What follows belongs to an exercise in optimizing a design on an open flow for small area; a production flow would make more cautious choices.
In this exercise RTL edits were held to simulation tests only and were not proved equivalent to the original.
Power figures rest on the tool's default switching activity, not on a simulated workload.

==> inputs of job 4989 <==
==> flow/design.v <==
module bl0940_block (
    input  wire        clk,
    input  wire        rst,
    input  wire        csr_we,
    input  wire [7:0]  csr_idx,
    input  wire [63:0] csr_wdata,
    output reg  [63:0] csr_rdata,
    output wire        busy,
    output wire        rx_flush,
    output wire        tx_valid,
    output reg  [7:0]  tx_data,
    output wire        tx_last,
    input  wire        tx_ready,
    input  wire        tx_fail,
    output wire        rx_active,
    input  wire        rx_valid,
    input  wire [7:0]  rx_data,
    input  wire        rx_timeout
);
    localparam [2:0] E_NONE     = 3'd0;
    localparam [2:0] E_RDLEN    = 3'd1;
    localparam [2:0] E_RDCKSUM  = 3'd2;
    localparam [2:0] E_WRSEND   = 3'd3;
    localparam [2:0] E_WRVERIFY = 3'd4;
    localparam [2:0] OPC_READ  = 3'd1;
    localparam [2:0] OPC_WRITE = 3'd2;
    localparam [2:0] OPC_APPLY = 3'd3;
    localparam [2:0] OPC_GET   = 3'd4;
    localparam [1:0] P_IDLE  = 2'd0;
    localparam [1:0] P_FLUSH = 2'd1;
    localparam [1:0] P_TX    = 2'd2;
    localparam [1:0] P_RX    = 2'd3;
    localparam [2:0] S_RD   = 3'd0;   
    localparam [2:0] S_RDV  = 3'd1;   
    localparam [2:0] S_BULK = 3'd2;   
    localparam [2:0] S_UNL  = 3'd4;   
    localparam [2:0] S_WR   = 3'd5;   
    localparam [2:0] S_REL  = 3'd6;   
    reg [2:0]   opc_q;        
    reg [7:0]   addr_q;       
    reg [2:0]   err_q;
    reg         ill_q;
    reg         snap_q;       
    reg [23:0]  arg_q;
    reg         arg_v;
    reg [23:0]  res_q;
    reg         res_v;
    reg [5:0]   cfg_q;
    reg [62:0]  div_q;
    reg         div_v;
    reg [62:0]  rsh_q;
    reg         rsh_v;
    reg [191:0] raw_q;        
    reg [191:0] tmp_q;        
    reg [1:0]   phase;
    reg [2:0]   step;
    reg [5:0]   cnt;          
    reg [7:0]   acc;          
    reg         mism;         
    assign busy      = (phase != P_IDLE);
    assign rx_flush  = (phase == P_FLUSH);
    assign tx_valid  = (phase == P_TX);
    assign rx_active = (phase == P_RX);
    wire is_wr   = step[2];
    wire is_bulk = (step == S_BULK);
    wire op_rd   = (opc_q == OPC_READ);
    wire op_wr   = (opc_q == OPC_WRITE);
    wire op_ap   = (opc_q == OPC_APPLY);
    wire op_get  = (opc_q == OPC_GET);
    wire [7:0] caddr = (op_rd | op_wr) ? addr_q :
                       op_ap ? 8'h18 : 8'h0C;
    wire [23:0] mode_v = {tmp_q[191:188], cfg_q[3:2], cfg_q[1:0],
                          tmp_q[183:178], cfg_q[5], cfg_q[4], tmp_q[175:168]};
    wire [23:0] cval   = op_wr ? (arg_v ? arg_q : 24'd0) : mode_v;
    wire [23:0] wval   = (step == S_UNL) ? 24'h000055 :
                         (step == S_REL) ? 24'h000000 : cval;
    reg [7:0] vbyte;
    always @(*) begin
        case (cnt[1:0])
            2'd2:    vbyte = wval[7:0];
            2'd3:    vbyte = wval[15:8];
            default: vbyte = wval[23:16];
        endcase
    end
    always @(*) begin
        case (cnt[2:0])
            3'd0:    tx_data = is_wr ? 8'hA8 : 8'h58;
            3'd1:    tx_data = is_bulk ? 8'hAA :
                               (step == S_WR) ? caddr :
                               is_wr ? 8'h1A : caddr;
            3'd5:    tx_data = ~acc;
            default: tx_data = vbyte;
        endcase
    end
    assign tx_last = is_wr ? (cnt[2:0] == 3'd5) : (cnt[2:0] == 3'd1);
    wire       tx_hs   = tx_valid && tx_ready;
    wire       rx_take = rx_active && rx_valid;
    wire [7:0] acc_in  = rx_active ? rx_data : tx_data;
    wire [7:0] acc_nx  = acc + acc_in;
    wire [5:0] cnt_nx  = cnt + 6'd1;
    wire       rx_full = rx_take && (cnt_nx == (is_bulk ? 6'd37 : 6'd6));
    wire       rx_end  = rx_active && (rx_timeout || rx_full);
    wire       ck_ok   = (acc_nx == 8'hFF);
    wire       val_b   = (cnt >= 6'd2) && (cnt <= 6'd4);
    wire       fld_b   = (cnt >= 6'd3  && cnt <= 6'd8)  ||
                         (cnt >= 6'd12 && cnt <= 6'd14) ||
                         (cnt >= 6'd18 && cnt <= 6'd20) ||
                         (cnt >= 6'd24 && cnt <= 6'd26) ||
                         (cnt >= 6'd30 && cnt <= 6'd35);
    wire       tmp_sh  = rx_take && (is_bulk ? fld_b : (step == S_RD && val_b));
    wire       res_sh  = rx_take && step == S_RD && op_rd && val_b;
    always @(posedge clk) begin
        if (tmp_sh)
            tmp_q <= {rx_data, tmp_q[191:8]};
        if (res_sh)
            res_q <= {rx_data, res_q[23:8]};
    end
    wire        host_we   = csr_we && !busy;
    wire [7:0]  w_opc     = csr_wdata[7:0];
    wire        cmd_legal = (w_opc >= 8'd1) && (w_opc <= 8'd4) &&
                            (csr_wdata[63:16] == 48'd0) &&
                            !(w_opc[2] | w_opc[1] & w_opc[0] && csr_wdata[15:8] != 8'd0);
    wire        cfg_legal = (csr_wdata[1:0] != 2'd3) && (csr_wdata[3:2] != 2'd3);
    wire        cal_legal = !csr_wdata[63] && (csr_wdata[62:52] != 11'h7FF) &&
                            (csr_wdata[62:0] != 63'd0);
    wire        we_cmd    = host_we && csr_idx == 8'h00 && cmd_legal;
    always @(posedge clk) begin
        if (we_cmd)
            addr_q <= csr_wdata[15:8];
        if (host_we && csr_idx == 8'h03)
            arg_q <= csr_wdata[23:0];
        if (host_we && csr_idx == 8'h06 && cal_legal)
            div_q <= csr_wdata[62:0];
        if (host_we && csr_idx == 8'h07 && cal_legal)
            rsh_q <= csr_wdata[62:0];
        if (phase == P_RX && rx_end && rx_full && ck_ok && step == S_RD && op_get)
            raw_q <= tmp_q;
    end
    wire lo0 = (csr_idx[7:3] == 5'd0);
    wire hi2 = (csr_idx[7:3] == 5'b00010) & snap_q;
    wire s_cmd = lo0 & (csr_idx[2:0] == 3'd0);
    wire s_err = lo0 & (csr_idx[2:0] == 3'd1);
    wire s_st  = lo0 & (csr_idx[2:0] == 3'd2);
    wire s_arg = lo0 & (csr_idx[2:0] == 3'd3) & arg_v;
    wire s_res = lo0 & (csr_idx[2:0] == 3'd4) & res_v;
    wire s_cfg = lo0 & (csr_idx[2:0] == 3'd5);
    wire s_div = lo0 & (csr_idx[2:0] == 3'd6);
    wire s_rsh = lo0 & (csr_idx[2:0] == 3'd7);
    wire s_addr = s_cmd & (opc_q != 3'd0);
    wire [7:0] s_raw;
    genvar gi;
    generate for (gi = 0; gi < 8; gi = gi + 1) begin : g_rs
        assign s_raw[gi] = hi2 & (csr_idx[2:0] == gi);
    end endgenerate
    reg [23:0] raw_rd;
    integer ri;
    always @(*) begin
        raw_rd = 24'd0;
        for (ri = 0; ri < 8; ri = ri + 1)
            raw_rd = raw_rd | ({24{s_raw[ri]}} & raw_q[ri*24 +: 24]);
    end
    wire [63:0] div_rd = div_v ? {1'b0, div_q} : 64'h3FF0000000000000;
    wire [63:0] rsh_rd = rsh_v ? {1'b0, rsh_q} : 64'h3FF0000000000000;
    always @(*) begin
        csr_rdata = ({64{s_div}} & div_rd) | ({64{s_rsh}} & rsh_rd) |
                    {40'd0, raw_rd | ({24{s_arg}} & arg_q) | ({24{s_res}} & res_q)} |
                    {48'd0, {8{s_addr}} & addr_q, 5'd0, {3{s_err}} & err_q | {3{s_cmd}} & opc_q | {1'b0, {2{s_st}} & {snap_q, ill_q}}} |
                    {58'd0, {6{s_cfg}} & cfg_q};
    end
    always @(posedge clk) begin
        if (rst) begin
            opc_q  <= 3'd0;
            err_q  <= E_NONE;
            ill_q  <= 1'b0;
            snap_q <= 1'b0;
            arg_v  <= 1'b0;
            res_v  <= 1'b0;
            cfg_q  <= 6'd0;
            div_v  <= 1'b0;
            rsh_v  <= 1'b0;
            phase  <= P_IDLE;
        end else begin
            case (phase)
                P_IDLE: begin
                    if (host_we) begin
                        ill_q <= 1'b1;
                        case (csr_idx)
                            8'h00: if (cmd_legal) begin
                                ill_q <= 1'b0;
                                opc_q <= w_opc[2:0];
                                err_q <= E_NONE;
                                phase <= P_FLUSH;
                                case (w_opc[2:0])
                                    OPC_WRITE: step <= (csr_wdata[15:8] == 8'h1A) ? S_WR : S_UNL;
                                    OPC_GET:   step <= S_BULK;
                                    default:   step <= S_RD;
                                endcase
                            end
                            8'h03: begin
                                ill_q <= 1'b0;
                                arg_v <= 1'b1;
                            end
                            8'h05: if (cfg_legal) begin
                                ill_q <= 1'b0;
                                cfg_q <= csr_wdata[5:0];
                            end
                            8'h06: if (cal_legal) begin
                                ill_q <= 1'b0;
                                div_v <= 1'b1;
                            end
                            8'h07: if (cal_legal) begin
                                ill_q <= 1'b0;
                                rsh_v <= 1'b1;
                            end
                            default: ;
                        endcase
                    end
                end
                P_FLUSH: begin
                    cnt   <= 6'd0;
                    acc   <= 8'd0;
                    mism  <= 1'b0;
                    phase <= P_TX;
                end
                P_TX: begin
                    if (tx_ready) begin
                        cnt <= cnt_nx;
                        if (!(is_bulk && cnt[0]))
                            acc <= acc_nx;
                        if (tx_last) begin
                            if (tx_fail && step != S_REL) begin
                                err_q <= E_WRSEND;
                                if (step == S_RD && op_rd)
                                    res_v <= 1'b0;
                                phase <= P_IDLE;
                            end else begin
                                case (step)
                                    S_UNL: begin
                                        step  <= S_WR;
                                        phase <= P_FLUSH;
                                    end
                                    S_WR: begin
                                        if (op_wr && addr_q == 8'h1A) begin
                                            phase <= P_IDLE;
                                        end else begin
                                            step  <= S_RDV;
                                            phase <= P_FLUSH;
                                        end
                                    end
                                    S_REL:   phase <= P_IDLE;
                                    default: phase <= P_RX;
                                endcase
                            end
                        end
                    end
                end
                default: begin  
                    if (rx_take) begin
                        cnt <= cnt_nx;
                        acc <= acc_nx;
                        if (val_b && rx_data != vbyte)
                            mism <= 1'b1;
                    end
                    if (rx_end) begin
                        if (!rx_full || !ck_ok) begin
                            err_q <= !rx_full ? E_RDLEN : E_RDCKSUM;
                            if (step == S_RD && op_rd)
                                res_v <= 1'b0;
                            phase <= P_IDLE;
                        end else begin
                            case (step)
                                S_BULK: begin
                                    step  <= S_RD;
                                    phase <= P_FLUSH;
                                end
                                S_RDV: begin
                                    if (mism) begin
                                        err_q <= E_WRVERIFY;
                                        phase <= P_IDLE;
                                    end else begin
                                        step  <= S_REL;
                                        phase <= P_FLUSH;
                                    end
                                end
                                default: begin  
                                    if (op_ap) begin
                                        step  <= S_UNL;
                                        phase <= P_FLUSH;
                                    end else begin
                                        if (op_rd)
                                            res_v <= 1'b1;
                                        if (op_get)
                                            snap_q <= 1'b1;
                                        phase <= P_IDLE;
                                    end
                                end
                            endcase
                        end
                    end
                end
            endcase
        end
    end
endmodule
==> flow/flow/run.sh <==
#!/bin/bash
# The standard ORFS layout (standard.sh) with three changes:
#  - synthesis maps the logic with an area-oriented abc script (flow/area_synth.tcl);
#  - every port still gets a buffer, but the smallest one (buf_1);
#  - a coarser clock tree of clkbuf_8 without dummy loads.
# make's output goes to orfs_make.log; ORFS's per-step logs are under orfs/logs/.
set -uo pipefail
here=$(pwd)
bash standard.sh \
  "SYNTH_SCRIPT=$here/flow/area_synth.tcl" \
  "AREA_ABC_SCRIPT=$here/flow/area.abc" \
  "BUFFER_PORTS_ARGS=-buffer_cell sky130_fd_sc_hd__buf_1" \
  "CTS_ARGS=-sink_clustering_enable -repair_clock_nets -buf_list sky130_fd_sc_hd__clkbuf_8 -sink_clustering_size 20 -sink_clustering_max_diameter 60 -dont_use_dummy_load" \
  finish > orfs_make.log 2>&1
==> flow/flow/area.abc <==
strash
ifraig
scorr
dc2
strash
&get -n
&deepsyn -T 20
&nf -a
&put
topo
dnsize -c
==> flow/flow/area_synth.tcl <==
# The standard flow's synthesis script (synth_recipe.tcl) with one change: the abc call that maps the
# logic uses an area-oriented script (flow/area.abc) instead of ORFS's speed script.
proc synth {args} { yosys synth -nofsm -noshare {*}$args }
proc abc {args} {
  set i [lsearch -exact $args -script]
  if { $i >= 0 } { lset args [expr {$i + 1}] $::env(AREA_ABC_SCRIPT) }
  set j [lsearch -exact $args -D]
  if { $j >= 0 } { set args [lreplace $args $j [expr {$j + 1}]] }
  yosys abc {*}$args
}
source $::env(SCRIPTS_DIR)/synth.tcl
# left out here: clear keep_hierarchy, flatten, clean up, hide names made inside functions, write 1_2_yosys.v
==> flow/standard.sh <==
#!/bin/bash
# synth_recipe.tcl (not shown) runs the flow's synth.tcl, then flattens the netlist and writes it again
# the make line also repeats each setting of config.mk as NAME=value (left out here)
make -C /OpenROAD-flow-scripts/flow DESIGN_CONFIG=/design/flow/config.mk WORK_HOME=/design/flow/orfs CLKGATE_MAP_FILE= SYNTH_SCRIPT=/design/flow/synth_recipe.tcl "${@:-finish}"
==> flow/config.mk <==
export PLATFORM = sky130hd
export DESIGN_NAME = bl0940_block
export DESIGN_NICKNAME = bl0940_block
export VERILOG_FILES = /design/flow/design.v
export SDC_FILE = /design/flow/constraint.sdc
export NUM_CORES = 4
export LEC_CHECK = 0
export CAP_MARGIN = 0
export CORE_MARGIN = 2
export CORE_UTILIZATION = 70
export SLEW_MARGIN = 0
==> flow/constraint.sdc <==
create_clock -name core_clock -period 10.0 [get_ports {clk}]
set_input_delay 2.0000 -clock core_clock [delete_from_list [all_inputs] [get_ports {clk}]]
set_output_delay 2.0000 -clock core_clock [all_outputs]
set_load 0.01 [all_outputs]
==> job 3777 (differences from job 4989) <==
--- a/flow/design.v
+++ b/flow/design.v
@@ -56,7 +56,6 @@
     reg [2:0]   step;
     reg [5:0]   cnt;          
     reg [7:0]   acc;          
-    reg         mism;         
     assign busy      = (phase != P_IDLE);
     assign rx_flush  = (phase == P_FLUSH);
     assign tx_valid  = (phase == P_TX);
@@ -67,32 +66,33 @@
     wire op_wr   = (opc_q == OPC_WRITE);
     wire op_ap   = (opc_q == OPC_APPLY);
     wire op_get  = (opc_q == OPC_GET);
-    wire [7:0] caddr = (op_rd | op_wr) ? addr_q :
-                       op_ap ? 8'h18 : 8'h0C;
+    wire c0 = (cnt[2:0] == 3'd0);
+    wire c1 = (cnt[2:0] == 3'd1);
+    wire c2 = (cnt[2:0] == 3'd2);
+    wire c3 = (cnt[2:0] == 3'd3);
+    wire c4 = (cnt[2:0] == 3'd4);
+    wire c5 = (cnt[2:0] == 3'd5);
+    wire [7:0] caddr = addr_q | {3'd0, op_ap, op_ap | op_get, op_get, 2'd0};
     wire [23:0] mode_v = {tmp_q[191:188], cfg_q[3:2], cfg_q[1:0],
                           tmp_q[183:178], cfg_q[5], cfg_q[4], tmp_q[175:168]};
-    wire [23:0] cval   = op_wr ? (arg_v ? arg_q : 24'd0) : mode_v;
-    wire [23:0] wval   = (step == S_UNL) ? 24'h000055 :
-                         (step == S_REL) ? 24'h000000 : cval;
-    reg [7:0] vbyte;
+    wire use_arg  = step[0] & op_wr & arg_v;
+    wire use_mode = step[0] & op_ap;
+    wire use_55   = (step == S_UNL);
+    wire [7:0] vbyte = ({8{c2 & use_arg}}  & arg_q[7:0])   |
+                       ({8{c3 & use_arg}}  & arg_q[15:8])  |
+                       ({8{c4 & use_arg}}  & arg_q[23:16]) |
+                       ({8{c2 & use_mode}} & mode_v[7:0])   |
+                       ({8{c3 & use_mode}} & mode_v[15:8])  |
+                       ({8{c4 & use_mode}} & mode_v[23:16]) |
+                       ({8{c2 & use_55}}   & 8'h55);
+    wire wr_lock = step[2] & !step[0];    
     always @(*) begin
-        case (cnt[1:0])
-            2'd2:    vbyte = wval[7:0];
-            2'd3:    vbyte = wval[15:8];
-            default: vbyte = wval[23:16];
-        endcase
+        tx_data = ({8{c0}} & (is_wr ? 8'hA8 : 8'h58)) |
+                  ({8{c1}} & (is_bulk ? 8'hAA : wr_lock ? 8'h1A : caddr)) |
+                  vbyte |
+                  ({8{c5}} & ~acc);
     end
-    always @(*) begin
-        case (cnt[2:0])
-            3'd0:    tx_data = is_wr ? 8'hA8 : 8'h58;
-            3'd1:    tx_data = is_bulk ? 8'hAA :
-                               (step == S_WR) ? caddr :
-                               is_wr ? 8'h1A : caddr;
-            3'd5:    tx_data = ~acc;
-            default: tx_data = vbyte;
-        endcase
-    end
-    assign tx_last = is_wr ? (cnt[2:0] == 3'd5) : (cnt[2:0] == 3'd1);
+    assign tx_last = is_wr ? c5 : c1;
     wire       tx_hs   = tx_valid && tx_ready;
     wire       rx_take = rx_active && rx_valid;
     wire [7:0] acc_in  = rx_active ? rx_data : tx_data;
@@ -101,7 +101,7 @@
     wire       rx_full = rx_take && (cnt_nx == (is_bulk ? 6'd37 : 6'd6));
     wire       rx_end  = rx_active && (rx_timeout || rx_full);
     wire       ck_ok   = (acc_nx == 8'hFF);
-    wire       val_b   = (cnt >= 6'd2) && (cnt <= 6'd4);
+    wire       val_b   = c2 | c3 | c4;     
     wire       fld_b   = (cnt >= 6'd3  && cnt <= 6'd8)  ||
                          (cnt >= 6'd12 && cnt <= 6'd14) ||
                          (cnt >= 6'd18 && cnt <= 6'd20) ||
@@ -219,7 +219,6 @@
                 P_FLUSH: begin
                     cnt   <= 6'd0;
                     acc   <= 8'd0;
-                    mism  <= 1'b0;
                     phase <= P_TX;
                 end
                 P_TX: begin
@@ -258,8 +257,8 @@
                     if (rx_take) begin
                         cnt <= cnt_nx;
                         acc <= acc_nx;
-                        if (val_b && rx_data != vbyte)
-                            mism <= 1'b1;
+                        if (step == S_RDV && val_b && rx_data != vbyte)
+                            err_q <= E_WRVERIFY;
                     end
                     if (rx_end) begin
                         if (!rx_full || !ck_ok) begin
@@ -274,8 +273,7 @@
                                     phase <= P_FLUSH;
                                 end
                                 S_RDV: begin
-                                    if (mism) begin
-                                        err_q <= E_WRVERIFY;
+                                    if (err_q[2]) begin    
                                         phase <= P_IDLE;
                                     end else begin
                                         step  <= S_REL;
--- a/flow/flow/run.sh
+++ b/flow/flow/run.sh
@@ -10,5 +10,5 @@
   "SYNTH_SCRIPT=$here/flow/area_synth.tcl" \
   "AREA_ABC_SCRIPT=$here/flow/area.abc" \
   "BUFFER_PORTS_ARGS=-buffer_cell sky130_fd_sc_hd__buf_1" \
-  "CTS_ARGS=-sink_clustering_enable -repair_clock_nets -buf_list sky130_fd_sc_hd__clkbuf_8 -sink_clustering_size 20 -sink_clustering_max_diameter 60 -dont_use_dummy_load" \
+  "CTS_ARGS=-sink_clustering_enable -repair_clock_nets -buf_list sky130_fd_sc_hd__clkbuf_8 -sink_clustering_size 18 -sink_clustering_max_diameter 70 -dont_use_dummy_load" \
   finish > orfs_make.log 2>&1
==> flow/flow/area.abc (replaced) <==
strash
ifraig
scorr
dc2
strash
&get -n
&deepsyn -T 20
&nf -a -R 500
&put
topo
dnsize -c
CAP_MARGIN = 20   (was 0)
CORE_UTILIZATION = 75   (was 70)
SLEW_MARGIN = 20   (was 0)
==> job 3112 (differences from job 4989) <==
--- a/flow/design.v
+++ b/flow/design.v
@@ -56,7 +56,6 @@
     reg [2:0]   step;
     reg [5:0]   cnt;          
     reg [7:0]   acc;          
-    reg         mism;         
     assign busy      = (phase != P_IDLE);
     assign rx_flush  = (phase == P_FLUSH);
     assign tx_valid  = (phase == P_TX);
@@ -67,32 +66,33 @@
     wire op_wr   = (opc_q == OPC_WRITE);
     wire op_ap   = (opc_q == OPC_APPLY);
     wire op_get  = (opc_q == OPC_GET);
-    wire [7:0] caddr = (op_rd | op_wr) ? addr_q :
-                       op_ap ? 8'h18 : 8'h0C;
+    wire c0 = (cnt[2:0] == 3'd0);
+    wire c1 = (cnt[2:0] == 3'd1);
+    wire c2 = (cnt[2:0] == 3'd2);
+    wire c3 = (cnt[2:0] == 3'd3);
+    wire c4 = (cnt[2:0] == 3'd4);
+    wire c5 = (cnt[2:0] == 3'd5);
+    wire [7:0] caddr = addr_q | {3'd0, op_ap, op_ap | op_get, op_get, 2'd0};
     wire [23:0] mode_v = {tmp_q[191:188], cfg_q[3:2], cfg_q[1:0],
                           tmp_q[183:178], cfg_q[5], cfg_q[4], tmp_q[175:168]};
-    wire [23:0] cval   = op_wr ? (arg_v ? arg_q : 24'd0) : mode_v;
-    wire [23:0] wval   = (step == S_UNL) ? 24'h000055 :
-                         (step == S_REL) ? 24'h000000 : cval;
-    reg [7:0] vbyte;
+    wire use_arg  = step[0] & op_wr & arg_v;
+    wire use_mode = step[0] & op_ap;
+    wire use_55   = (step == S_UNL);
+    wire [7:0] vbyte = ({8{c2 & use_arg}}  & arg_q[7:0])   |
+                       ({8{c3 & use_arg}}  & arg_q[15:8])  |
+                       ({8{c4 & use_arg}}  & arg_q[23:16]) |
+                       ({8{c2 & use_mode}} & mode_v[7:0])   |
+                       ({8{c3 & use_mode}} & mode_v[15:8])  |
+                       ({8{c4 & use_mode}} & mode_v[23:16]) |
+                       ({8{c2 & use_55}}   & 8'h55);
+    wire wr_lock = step[2] & !step[0];    
     always @(*) begin
-        case (cnt[1:0])
-            2'd2:    vbyte = wval[7:0];
-            2'd3:    vbyte = wval[15:8];
-            default: vbyte = wval[23:16];
-        endcase
+        tx_data = ({8{c0}} & (is_wr ? 8'hA8 : 8'h58)) |
+                  ({8{c1}} & (is_bulk ? 8'hAA : wr_lock ? 8'h1A : caddr)) |
+                  vbyte |
+                  ({8{c5}} & ~acc);
     end
-    always @(*) begin
-        case (cnt[2:0])
-            3'd0:    tx_data = is_wr ? 8'hA8 : 8'h58;
-            3'd1:    tx_data = is_bulk ? 8'hAA :
-                               (step == S_WR) ? caddr :
-                               is_wr ? 8'h1A : caddr;
-            3'd5:    tx_data = ~acc;
-            default: tx_data = vbyte;
-        endcase
-    end
-    assign tx_last = is_wr ? (cnt[2:0] == 3'd5) : (cnt[2:0] == 3'd1);
+    assign tx_last = is_wr ? c5 : c1;
     wire       tx_hs   = tx_valid && tx_ready;
     wire       rx_take = rx_active && rx_valid;
     wire [7:0] acc_in  = rx_active ? rx_data : tx_data;
@@ -101,7 +101,7 @@
     wire       rx_full = rx_take && (cnt_nx == (is_bulk ? 6'd37 : 6'd6));
     wire       rx_end  = rx_active && (rx_timeout || rx_full);
     wire       ck_ok   = (acc_nx == 8'hFF);
-    wire       val_b   = (cnt >= 6'd2) && (cnt <= 6'd4);
+    wire       val_b   = c2 | c3 | c4;     
     wire       fld_b   = (cnt >= 6'd3  && cnt <= 6'd8)  ||
                          (cnt >= 6'd12 && cnt <= 6'd14) ||
                          (cnt >= 6'd18 && cnt <= 6'd20) ||
@@ -219,7 +219,6 @@
                 P_FLUSH: begin
                     cnt   <= 6'd0;
                     acc   <= 8'd0;
-                    mism  <= 1'b0;
                     phase <= P_TX;
                 end
                 P_TX: begin
@@ -258,8 +257,8 @@
                     if (rx_take) begin
                         cnt <= cnt_nx;
                         acc <= acc_nx;
-                        if (val_b && rx_data != vbyte)
-                            mism <= 1'b1;
+                        if (step == S_RDV && val_b && rx_data != vbyte)
+                            err_q <= E_WRVERIFY;
                     end
                     if (rx_end) begin
                         if (!rx_full || !ck_ok) begin
@@ -274,8 +273,7 @@
                                     phase <= P_FLUSH;
                                 end
                                 S_RDV: begin
-                                    if (mism) begin
-                                        err_q <= E_WRVERIFY;
+                                    if (err_q[2]) begin    
                                         phase <= P_IDLE;
                                     end else begin
                                         step  <= S_REL;
--- a/flow/flow/run.sh
+++ b/flow/flow/run.sh
@@ -6,9 +6,14 @@
 # make's output goes to orfs_make.log; ORFS's per-step logs are under orfs/logs/.
 set -uo pipefail
 here=$(pwd)
+# the platform's don't-use cells, plus the larger plain buffers, so that the resizer's
+# buffering uses buf_1 and buf_2
+dont_use=$(make -s -C "$FLOW_HOME" DESIGN_CONFIG="$here/config.mk" WORK_HOME="$here/orfs" print-DONT_USE_CELLS 2>print_vars.log | sed -n 's/^DONT_USE_CELLS: //p')
+dont_use="$dont_use sky130_fd_sc_hd__buf_4 sky130_fd_sc_hd__buf_6 sky130_fd_sc_hd__buf_8 sky130_fd_sc_hd__buf_12 sky130_fd_sc_hd__buf_16"
 bash standard.sh \
   "SYNTH_SCRIPT=$here/flow/area_synth.tcl" \
   "AREA_ABC_SCRIPT=$here/flow/area.abc" \
   "BUFFER_PORTS_ARGS=-buffer_cell sky130_fd_sc_hd__buf_1" \
-  "CTS_ARGS=-sink_clustering_enable -repair_clock_nets -buf_list sky130_fd_sc_hd__clkbuf_8 -sink_clustering_size 20 -sink_clustering_max_diameter 60 -dont_use_dummy_load" \
+  "CTS_ARGS=-sink_clustering_enable -repair_clock_nets -buf_list sky130_fd_sc_hd__clkbuf_8 -sink_clustering_size 18 -sink_clustering_max_diameter 70 -dont_use_dummy_load" \
+  "DONT_USE_CELLS=$dont_use" \
   finish > orfs_make.log 2>&1
==> flow/flow/area.abc (replaced) <==
strash
ifraig
scorr
dc2
strash
&get -n
&deepsyn -T 20
&nf -a -R 500
&put
topo
dnsize -c
CAP_MARGIN = 20   (was 0)
CORE_UTILIZATION = 75   (was 70)
SLEW_MARGIN = 20   (was 0)
==> comparison table <==
	job 3777	job 4989	job 3112
Result of the run	finished clean	finished clean	stopped before the end
Last stage reached	-	-	1_2_yosys
Tightest Hold Check Type	reg2reg	reg2reg	-
Worst Setup End Kind	output port	output port	-
Die area	0.0306 mm2	0.0329 mm2	-
Number of stages on the worst hold path	0	0	-
Initial standard-cell utilization of the core	76.3%	70.5%	-
Die Y-Extent	175 um	182 um	-
Netlist area before placement	0.0219 mm2	0.0221 mm2	-
Top_reg_cell synth	sky130_fd_sc_hd__edfxtp_1	sky130_fd_sc_hd__edfxtp_1	-
Endpoints failing hold	0	0	-
Hold endpoint	raw_q[0]$_DFFE_PP_	tmp_q[38]$_DFFE_PP_	-
Global routing usage summed across all routing layers	35.4%	33.1%	-
Detailed-routing wirelength on met1	19,700 um	20,800 um	-
Post-placement worst setup slack	2.56 ns	2.45 ns	-
Fraction of post-synthesis cell area in the top cell type by area	79.9%	79.5%	-
Inverters, non-clock	16	18	-
Number of tap cells inserted	384	402	-
Clock network power	1030 uW	1050 uW	-
Startpoint of the tightest hold check path	tmp_q[0]$_DFFE_PP_	tmp_q[46]$_DFFE_PP_	-
Worst max-slew margin expressed relative to the limit	24.5%	17.9%	-
Global-route wire length before repair	77,900 um	78,900 um	-
Setup CP Type	in2out	in2out	-
Met2 wire length	23,700 um	26,200 um	-
Worst-Skew Late Latency	0.60 ns	0.60 ns	-

## separate check: timing with driven ports
The flow's constraints put no driver on any port. The routed layouts listed below were extracted and timed again, unchanged, in two steps.
Step 1 sets driving cells, clkbuf_16 on the clock port and buf_2 on the other inputs (assumed; they add their load-dependent delay and slew).
Step 2 also shifts input and output timing later by t, the mid clock arrival at the registers, as if the neighbouring blocks saw the same clock.
Slacks: no drivers / after step 1 / after step 2; pairs: no drivers / after step 1.
| run | t, ns | setup WS [ns] | hold WS [ns] | worst register clock-pin slew, ns | worst data-port slew with drivers (ns) |
|---|---|---|---|---|---|
| job 4989 | 0.605 | 2.399 / 2.369 / 2.369 | 0.423 / 0.423 / 0.423 | 0.12 / 0.12 | 0.04 |
| job 3777 | 0.617 | 2.421 / 2.392 / 2.392 | 0.418 / 0.418 / 0.418 | 0.11 / 0.11 | 0.10 |
After both steps setup and hold are still met in every run listed. The setup slack of job 4989, which loses most, moves by -0.030 ns with the drivers and by -0.030 ns with both steps.
